Source: an optimization exercise on an open RTL-to-GDS flow (aim: small area). Production flows keep margins and buffers that such runs may drop.
In this exercise RTL edits were held to simulation tests only and were not proved equivalent to the original.
Power and IR drop assume default switching activity.

==> flow/design.v (outline; a module is shown in full before it is edited, if it fits) <==
// module mac_engine: 1452 lines
// module fa: 7 lines
// module ha: 7 lines
// module xr: 6 lines
// module xn: 6 lines
// module or2: 6 lines
// module rsat: 6 lines
// module scalar_stage: 18 lines
// module hb_decim: 51 lines
module hb_decim (
    input  wire        clk,
    input  wire        rst,       
    input  wire        vin,
    input  wire [31:0] x,         
    output wire        vout,
    output wire [31:0] y          
);
  // ...
==> flow/run.sh <==
#!/bin/bash
# synth_recipe.tcl (not shown) runs the flow's synth.tcl, then flattens the netlist and writes it again
# the make line also repeats each setting of config.mk as NAME=value (left out here)
make -C /OpenROAD-flow-scripts/flow DESIGN_CONFIG=/design/flow/config.mk WORK_HOME=/design/flow/orfs CLKGATE_MAP_FILE= SYNTH_SCRIPT=/design/flow/synth_recipe.tcl finish
==> flow/config.mk <==
export PLATFORM = sky130hd
export DESIGN_NAME = hb_decim
export DESIGN_NICKNAME = hb_decim
export VERILOG_FILES = /design/flow/design.v
export SDC_FILE = /design/flow/constraint.sdc
export NUM_CORES = 4
export LEC_CHECK = 0
export CAP_MARGIN = 20
export CORE_MARGIN = 2
export CORE_UTILIZATION = 60
export CTS_BUF_LIST = sky130_fd_sc_hd__clkbuf_8
export CTS_CLUSTER_SIZE = 20
export SLEW_MARGIN = 20
export SYNTH_HIERARCHICAL = 1
==> flow/constraint.sdc <==
create_clock -name core_clock -period 20.0 [get_ports {clk}]
set_input_delay 4.0000 -clock core_clock [delete_from_list [all_inputs] [get_ports {clk}]]
set_output_delay 4.0000 -clock core_clock [all_outputs]
set_load 0.01 [all_outputs]
==> notes.md, run 1 <==
outcome: finished clean
Reg2Reg Depth: 51
1st-iter DRT viols: 2,039
Primary FF master, synth: edfxtp_1
clkbuf count: 185
vias in the first global route: 24,680
max reg flops: 496
Synth area leader: edfxtp_1
layout net count: 3,526
Cell Pwr Density: 131 nW/µm²
cts repair resizes: 0
Least-Margin Pin Slew: 1.14 ns
Syn-to-layout area delta: 10.1%
Setup crit end: f[0][7]
fmax: 0.0559 GHz
CTS Root Cell: clkbuf_8
TritonCTS clock tree: built
Vias/cell: 5.50
initial antenna violation count: 2
most common cell in the netlist: edfxtp_1
overall routing resource usage: 24.1%
CTS sink count: 1,270
placed insts: 3,827
port bufs: 67
WP depth: 51
Starting Density: 60.5%
residual DRC count: 0
final cycle utilization of the critical path: 89.5%
Synth Area in XOR/XNOR: 0.499%
R2R Setup Slk: 2.10 ns
FF/Latch Area: 38,100 µm²
most common cell after layout, fill and taps aside: edfxtp_1
Flop pwr share: 41.5%
GR Util met1: 37.8%
reg-to-reg endpoint: f[0][7]
Worst EP arrival: 18.47 ns
Peak VDD IR: 0.360 mV
Post-CTS Hold Buffers: 0
clock power share: 23.7%
routability cong.: 0.890
Hold/Removal Path Class: flip-flop to flip-flop
First-pass DRT Iterations: 5
sequential fraction of the synthesis area: 70.0%
==> module rsat, before the edit <==
module rsat (
    input  wire [16:0] rr,
    output wire [15:0] r
);
    assign r = (rr[16] != rr[15]) ? {rr[16], {15{~rr[16]}}} : rr[15:0];
endmodule
==> run 2, diff against run 1 <==
--- a/flow/design.v
+++ b/flow/design.v
@@ -1407,53 +1407,58 @@
     ha s1352_u (.a(s1253), .b(c1351), .s(s1352), .co(c1353));
     wire s1354, c1355;
     xn s1354_u (.a(c1254), .b(c1353), .y(s1354));
     or2 c1355_u (.a(c1254), .b(c1353), .y(c1355));
     wire u0c1356;
     assign u0c1356 = ~c1303 ? s1354 : s1336;
     wire sel1357;
     assign sel1357 = c1286 | (ones1287 & ~u0c1356);
-    wire rr1358;
-    assign rr1358 = sel1357 ? s1304 : s1288;
-    wire rr1359;
-    assign rr1359 = sel1357 ? s1306 : s1290;
+    wire ov1358;
+    assign ov1358 = s1336 ^ s1334;
+    wire ov1359;
+    assign ov1359 = s1354 ^ s1352;
     wire rr1360;
-    assign rr1360 = sel1357 ? s1308 : s1292;
+    assign rr1360 = sel1357 ? s1304 : s1288;
     wire rr1361;
-    assign rr1361 = sel1357 ? s1310 : s1294;
+    assign rr1361 = sel1357 ? s1306 : s1290;
     wire rr1362;
-    assign rr1362 = sel1357 ? s1312 : s1296;
+    assign rr1362 = sel1357 ? s1308 : s1292;
     wire rr1363;
-    assign rr1363 = sel1357 ? s1314 : s1298;
+    assign rr1363 = sel1357 ? s1310 : s1294;
     wire rr1364;
-    assign rr1364 = sel1357 ? s1316 : s1300;
+    assign rr1364 = sel1357 ? s1312 : s1296;
     wire rr1365;
-    assign rr1365 = sel1357 ? ~s1318 : ~s1302;
-    wire cs1366;
-    assign cs1366 = sel1357 ? ~c1319 : ~c1303;
+    assign rr1365 = sel1357 ? s1314 : s1298;
+    wire rr1366;
+    assign rr1366 = sel1357 ? s1316 : s1300;
     wire rr1367;
-    assign rr1367 = cs1366 ? s1338 : s1320;
-    wire rr1368;
-    assign rr1368 = cs1366 ? s1340 : s1322;
+    assign rr1367 = sel1357 ? ~s1318 : ~s1302;
+    wire cs1368;
+    assign cs1368 = sel1357 ? ~c1319 : ~c1303;
     wire rr1369;
-    assign rr1369 = cs1366 ? s1342 : s1324;
+    assign rr1369 = cs1368 ? s1338 : s1320;
     wire rr1370;
-    assign rr1370 = cs1366 ? s1344 : s1326;
+    assign rr1370 = cs1368 ? s1340 : s1322;
     wire rr1371;
-    assign rr1371 = cs1366 ? s1346 : s1328;
+    assign rr1371 = cs1368 ? s1342 : s1324;
     wire rr1372;
-    assign rr1372 = cs1366 ? ~s1348 : ~s1330;
+    assign rr1372 = cs1368 ? s1344 : s1326;
     wire rr1373;
-    assign rr1373 = cs1366 ? s1350 : s1332;
+    assign rr1373 = cs1368 ? s1346 : s1328;
     wire rr1374;
-    assign rr1374 = cs1366 ? s1352 : s1334;
+    assign rr1374 = cs1368 ? ~s1348 : ~s1330;
     wire rr1375;
-    assign rr1375 = cs1366 ? s1354 : s1336;
-    rsat sat (.rr({rr1375, rr1374, rr1373, rr1372, rr1371, rr1370, rr1369, rr1368, rr1367, rr1365, rr1364, rr1363, rr1362, rr1361, rr1360, rr1359, rr1358}), .r(r));
+    assign rr1375 = cs1368 ? s1350 : s1332;
+    wire rr1376;
+    assign rr1376 = cs1368 ? s1352 : s1334;
+    wire ovf1377, sgn1378;
+    assign ovf1377 = cs1368 ? ov1359 : ov1358;
+    assign sgn1378 = cs1368 ? s1354 : s1336;
+    rsat sat (.rr({rr1376, rr1375, rr1374, rr1373, rr1372, rr1371, rr1370, rr1369, rr1367, rr1366, rr1365, rr1364, rr1363, rr1362, rr1361, rr1360}), .ovf(ovf1377), .sgn(sgn1378), .r(r));
 endmodule
 module fa (
     input  wire a, b, c,
     output wire s, co
 );
     assign s  = a ^ b ^ c;
     assign co = (a & b) | (c & (a ^ b));
 endmodule
@@ -1478,20 +1483,22 @@
 endmodule
 module or2 (
     input  wire a, b,
     output wire y
 );
     assign y = a | b;
 endmodule
 module rsat (
-    input  wire [16:0] rr,
+    input  wire [15:0] rr,
+    input  wire        ovf,
+    input  wire        sgn,
     output wire [15:0] r
 );
-    assign r = (rr[16] != rr[15]) ? {rr[16], {15{~rr[16]}}} : rr[15:0];
+    assign r = ovf ? {sgn, {15{~sgn}}} : rr;
 endmodule
 module scalar_stage (
     input  wire [4:0]       g,
     input  wire [15:0]      tap0,
     input  wire [16*15-1:0] taps,
     input  wire [15:0]      ctr,
     output wire [15:0]      r
 );
==> flow/config.mk (replaced) <==
export PLATFORM = sky130hd
export DESIGN_NAME = hb_decim
export DESIGN_NICKNAME = hb_decim
export VERILOG_FILES = /design/flow/design.v
export SDC_FILE = /design/flow/constraint.sdc
export NUM_CORES = 4
export LEC_CHECK = 0
export CAP_MARGIN = 20
export CORE_MARGIN = 2
export CORE_UTILIZATION = 55
export CTS_BUF_LIST = sky130_fd_sc_hd__clkbuf_16
export CTS_CLUSTER_DIAMETER = 100
export CTS_CLUSTER_SIZE = 30
export SLEW_MARGIN = 20
export SYNTH_HIERARCHICAL = 1
==> run 2 against run 1 <==
Sequential power shrank 1%. Worst setup slack better by 0.42 ns. Highest routed layer unchanged. First-iteration DRC count up 6.4%. Via count is 4.2% lower. Clock power is 34% lower. Still clean on timing, DRC and antenna. Clock skew fell by 0.017 ns. Final cell count shrank 3.1%. Clock-buffer cell count is 134 lower.
==> notes.md, run 2 <==
R2R Setup Slk: 2.51 ns (was 2.10 ns)
Vias/cell: 5.44 (was 5.50)
CTS Root Cell: clkbuf_16 (was clkbuf_8)
Largest Register: f (unchanged)
Filler Cell Count: 7,034 (was 5,717)
register bit count reported by yosys: 1,270 (unchanged)
Rows: 115 (was 110)
sequential fraction of the synthesis area: 69.9% (was 70.0%)
maximum fanout along the worst path: 17 (was 16)
critical path type: flip-flop to flip-flop (unchanged)
die area: 102,000 µm² (was 93,100 µm²)
Syn. warnings: 14 (unchanged)
Cell variety after synth: 48 (was 49)
initial antenna violation count: 0 (was 2)
Async S/R FF share, synth: 0% (unchanged)
fmax: 0.0572 GHz (was 0.0559 GHz)
Cell Pwr Density: 119 nW/µm² (was 131 nW/µm²)
Synth Area in XOR/XNOR: 0.531% (was 0.499%)
Finished Layout Cells: 4,030 (was 4,158)
most frequent cells in the layout: 1,264 x edfxtp_1, 609 x fa_1, 260 x nand2_1 (was 1,264 x edfxtp_1, 609 x fa_1, 259 x nand2_1)
Die W: 319 µm (was 305 µm)
Worst EP arrival: 17.91 ns (was 18.47 ns)
area share of the largest cell type after synthesis: 69.7% (about the same)
TritonCTS buffer count: 51 (was 184)
First-pass DRT Iterations: 5 (unchanged)
overall routing resource usage: 21.8% (was 24.1%)
TritonCTS clock tree: built (unchanged)
vias in the first global route: 23,413 (was 24,680)
# Post-CTS Setup Buffers: 0 (unchanged)
Synth Area in Adders: 23.3% (was 23.4%)
CTS sink count: 1,270 (unchanged)
Cell Area, Synth: 54,500 µm² (was 54,400 µm²)
CP startpoint: g[1] (unchanged)
most common cell in the netlist: edfxtp_1 (unchanged)
Leak: 17.6 nW (was 18.8 nW)
commonest cells in the netlist: 1,264 x edfxtp_1, 609 x fa_1, 260 x nand2_1, 172 x inv_1, 48 x mux2_2 (was 1,264 x edfxtp_1, 609 x fa_1, 259 x nand2_1, 159 x inv_1, 46 x mux2_2)
worst r2r src: g[1] (unchanged)
syn_nets: 3,319 (was 3,298)
outcome: finished clean (unchanged)
final setup fails: 0 (unchanged)
core area: 98,300 µm² (was 90,000 µm²)
Mapped Cells: 2,634 (was 2,611)
Post-CTS Hold Buffers: 0 (unchanged)
Starting Density: 55.4% (was 60.5%)
Least-Margin Pin Slew: 1.10 ns (was 1.14 ns)
detail-routed net length per standard cell: 26.5 µm (was 25.8 µm)
Synth Area in Compound Gates: 0.535% (was 0.607%)
Regs by FF count: f (496), e (480), q (256) (unchanged)
pin count of the biggest net entering global routing: 206 (was 204)
Critical Path RT: 20.43 ns (was 20.57 ns)
Peak VDD IR: 0.180 mV (was 0.360 mV)
layout net count: 3,410 (was 3,526)
Syn-to-layout area delta: 6.88% (was 10.1%)
via count: 21,908 (was 22,874)
simple-gate share of the synthesized area: 2.81% (was 2.83%)
Die H: 319 µm (was 305 µm)
Max Root-Sink Buffers: 3 (unchanged)
# Max-Cap Violations: 0 (unchanged)
total global routing overflow: 0 (unchanged)
port bufs: 67 (unchanged)
cell mode on critical path: fa_1 (unchanged)
RSZ-0062 raised after global routing: no (unchanged)
CTS clk-pin slew, worst paths: 0.11 ns (was 0.06 ns)
clock insertion delay at the later pin of the skew report: 0.69 ns (was 0.87 ns)
share of layout cells above drive strength 1: 4.99% (was 10.2%)
Routed Antenna Nets: 0 (unchanged)
1st-iter DRT viols: 2,170 (was 2,039)
CP bufs+invs: 7 (unchanged)
overall power: 0.00691 W (was 0.00786 W)
Max Slew Vio Count: 0 (unchanged)
CP max stage delay: 0.72 ns (was 0.68 ns)
Worst slew margin: 26.4% (was 23.9%)
cts repair resizes: 0 (unchanged)
Max stage delay cell, worst path: or4_1 (was ha_1)
hold path startpoint: e[10][13] (was f[24][3])
Synth area leader: edfxtp_1 (unchanged)
mux contribution to synthesized area: 1.33% (was 1.25%)
Hold/Removal Path Class: flip-flop to flip-flop (unchanged)
Core Util, Final: 59.2% (was 66.6%)
Hold Violations, Final: 0 (unchanged)
most common cell after layout, fill and taps aside: edfxtp_1 (unchanged)
Setup crit start kind: flip-flop (unchanged)
critical path endpoint category: flip-flop (unchanged)
Primary FF master, synth: edfxtp_1 (unchanged)
delay-heaviest family, CP: adder cells (unchanged)
# H-tree levels: 2 (was 4)
final cycle utilization of the critical path: 87.4% (was 89.5%)
antenna fix cells: 0 (was 1)
DRT Wirelength: 107,000 µm (about the same)
global-route wire length before repair: 158,000 µm (was 159,000 µm)
max reg flops: 496 (unchanged)
clock skew: 0.0327 ns (was 0.0492 ns)
placed insts: 3,959 (was 3,827)
Post-Syn Area per Cell: 20.7 µm² (was 20.8 µm²)
largest family of logic cells by synthesized area: adder cells (unchanged)
Synth area leaders: edfxtp_1 70%, fa_1 22%, nand2_1 1.8% (unchanged)
Post-synth EDFFs: 1,264 (unchanged)
Tmin final: 17.49 ns (was 17.90 ns)
residual DRC count: 0 (unchanged)
post-detail-place hpwl: 82,200 µm (was 80,300 µm)
Top Ports: 68 (unchanged)
routability cong.: 0.871 (was 0.890)
[run 2: cell types whose count changed in the layout (fill, tap and decap cells not counted), moves of 15 or more]
cell and delta:
clkinv_2 -17, a21o_1 -15, clkinv_1 -42, clkbuf_8 -185, clkbuf_16 +51, inv_1 -39
[run 2: logic make-up after synthesis]
family / after synthesis
AOI/OAI and AO/OA: 45
xor gates and xnor gates: 33
adders and majority gates: 650
buffers and inverters: 218
DFF: 1270
muxes: 66
and+or+nand+nor: 352
[run 2: per-stage QoR]
step / hold WS, ns / setup TNS (ns) / worst slack [ns] / area [µm²]
after global placement: 0.400 / 0 / 2.81 / 56700
final: 0.410 / 0 / 2.51 / 58200
after detailed placement: 0.405 / 0 / 2.56 / 56700
after CTS: 0.408 / 0 / 2.54 / 58200
after floorplan: 0.400 / -4163.39 / -7.74 / 54500
after global routing: 0.422 / 0 / 1.75 / 58200
[run 2: worst paths after layout]
path	endpoint	cells after the start
worst max-delay path	f[0][15]	49
worst min-delay path	e[11][13]	0
worst max register to register	f[0][15]	49
worst min register to register	e[11][13]	0
[run 2: worst register-to-register path: cells and delay by family (launching register included)]
| kind | cells | cell delay [ns] |
|---|---|---|
| fa+ha+maj | 32 | 12.72 |
| simple gates | 4 | 1.75 |
| mux | 3 | 1.02 |
| buf+inv | 7 | 0.68 |
| flops | 1 | 0.59 |
| compound gates | 2 | 0.37 |
| xor+xnor | 1 | 0.11 |
[run 2: per-module statistics from Yosys, one instance, submodules excluded]
module        times used  area, µm²  flip-flops and latches  cells
hb_decim               1      38600                    1270   1325
mac_engine             1       2440                       0    546
rsat                   1        168                       0     34
or2                   26       6.26                       0      1
fa                   609       20.0                       0      1
scalar_stage           1        138                       0     26
xn                    20       8.76                       0      1
xr                     8       8.76                       0      1
ha                    40       12.5                       0      1
[run 2: report_power, final]
group          internal, W  total (W)  switching [W]  leakage, nW
clock network     0.000482    0.00123       0.000752        0.759
registers          0.00317    0.00322      0.0000505         11.9
logic              0.00102    0.00245        0.00143         4.92
total              0.00468    0.00691        0.00223         17.6
[run 2: cell type report]
| class | count | area (µm²) | area share, % |
|---|---|---|---|
| Clock buffer | 51 | 1280 | 2.19 |
| Clock inverter | 20 | 203 | 0.348 |
| Timing Repair Buffer | 83 | 832 | 1.43 |
| Inverter | 173 | 649 | 1.12 |
| Sequential cell | 1270 | 38100 | 65.4 |
| Tap cell | 1287 | 1610 | 2.77 |
| Multi-Input combinational cell | 1146 | 15600 | 26.7 |
[run 2: metal layers]
metal,routed length (µm),share of wire (%),GRT usage (%),vias up
met4,1520,1.4,3.82,0
met5,0,0,0,-
li1,-,-,-,9403
met2,48900,46,33.1,514
met1,51600,48,35.2,11902
met3,4590,4.3,2.38,89

==> afterwards: timing with drivers on the ports <==
How much do the figures lean on ideal ports? The routed layouts below were timed once more, with nothing changed but the port constraints.
Step 1, drivers: a clkbuf_16 drives clk and a buf_2 each remaining input, both assumed.
Step 2 adds t to the input delays and takes it off the output delays; t is the mean of the earliest and latest rising clock arrival at the registers after step 1. Input paths then give back, and output paths get back, about the clock's delay inside the block.
Slacks: no drivers / after step 1 / after step 2; pairs: no drivers / after step 1.
run | t, ns | setup slack, ns | worst slew at a driven data input, ns | pins driven straight from the clock port
run 1 | 0.905 | 2.100 / 2.100 / 2.100 | 0.06 | 1
run 2 | 0.738 | 2.515 / 2.515 / 2.515 | 0.05 | 1
After both steps every run listed still meets setup and hold.
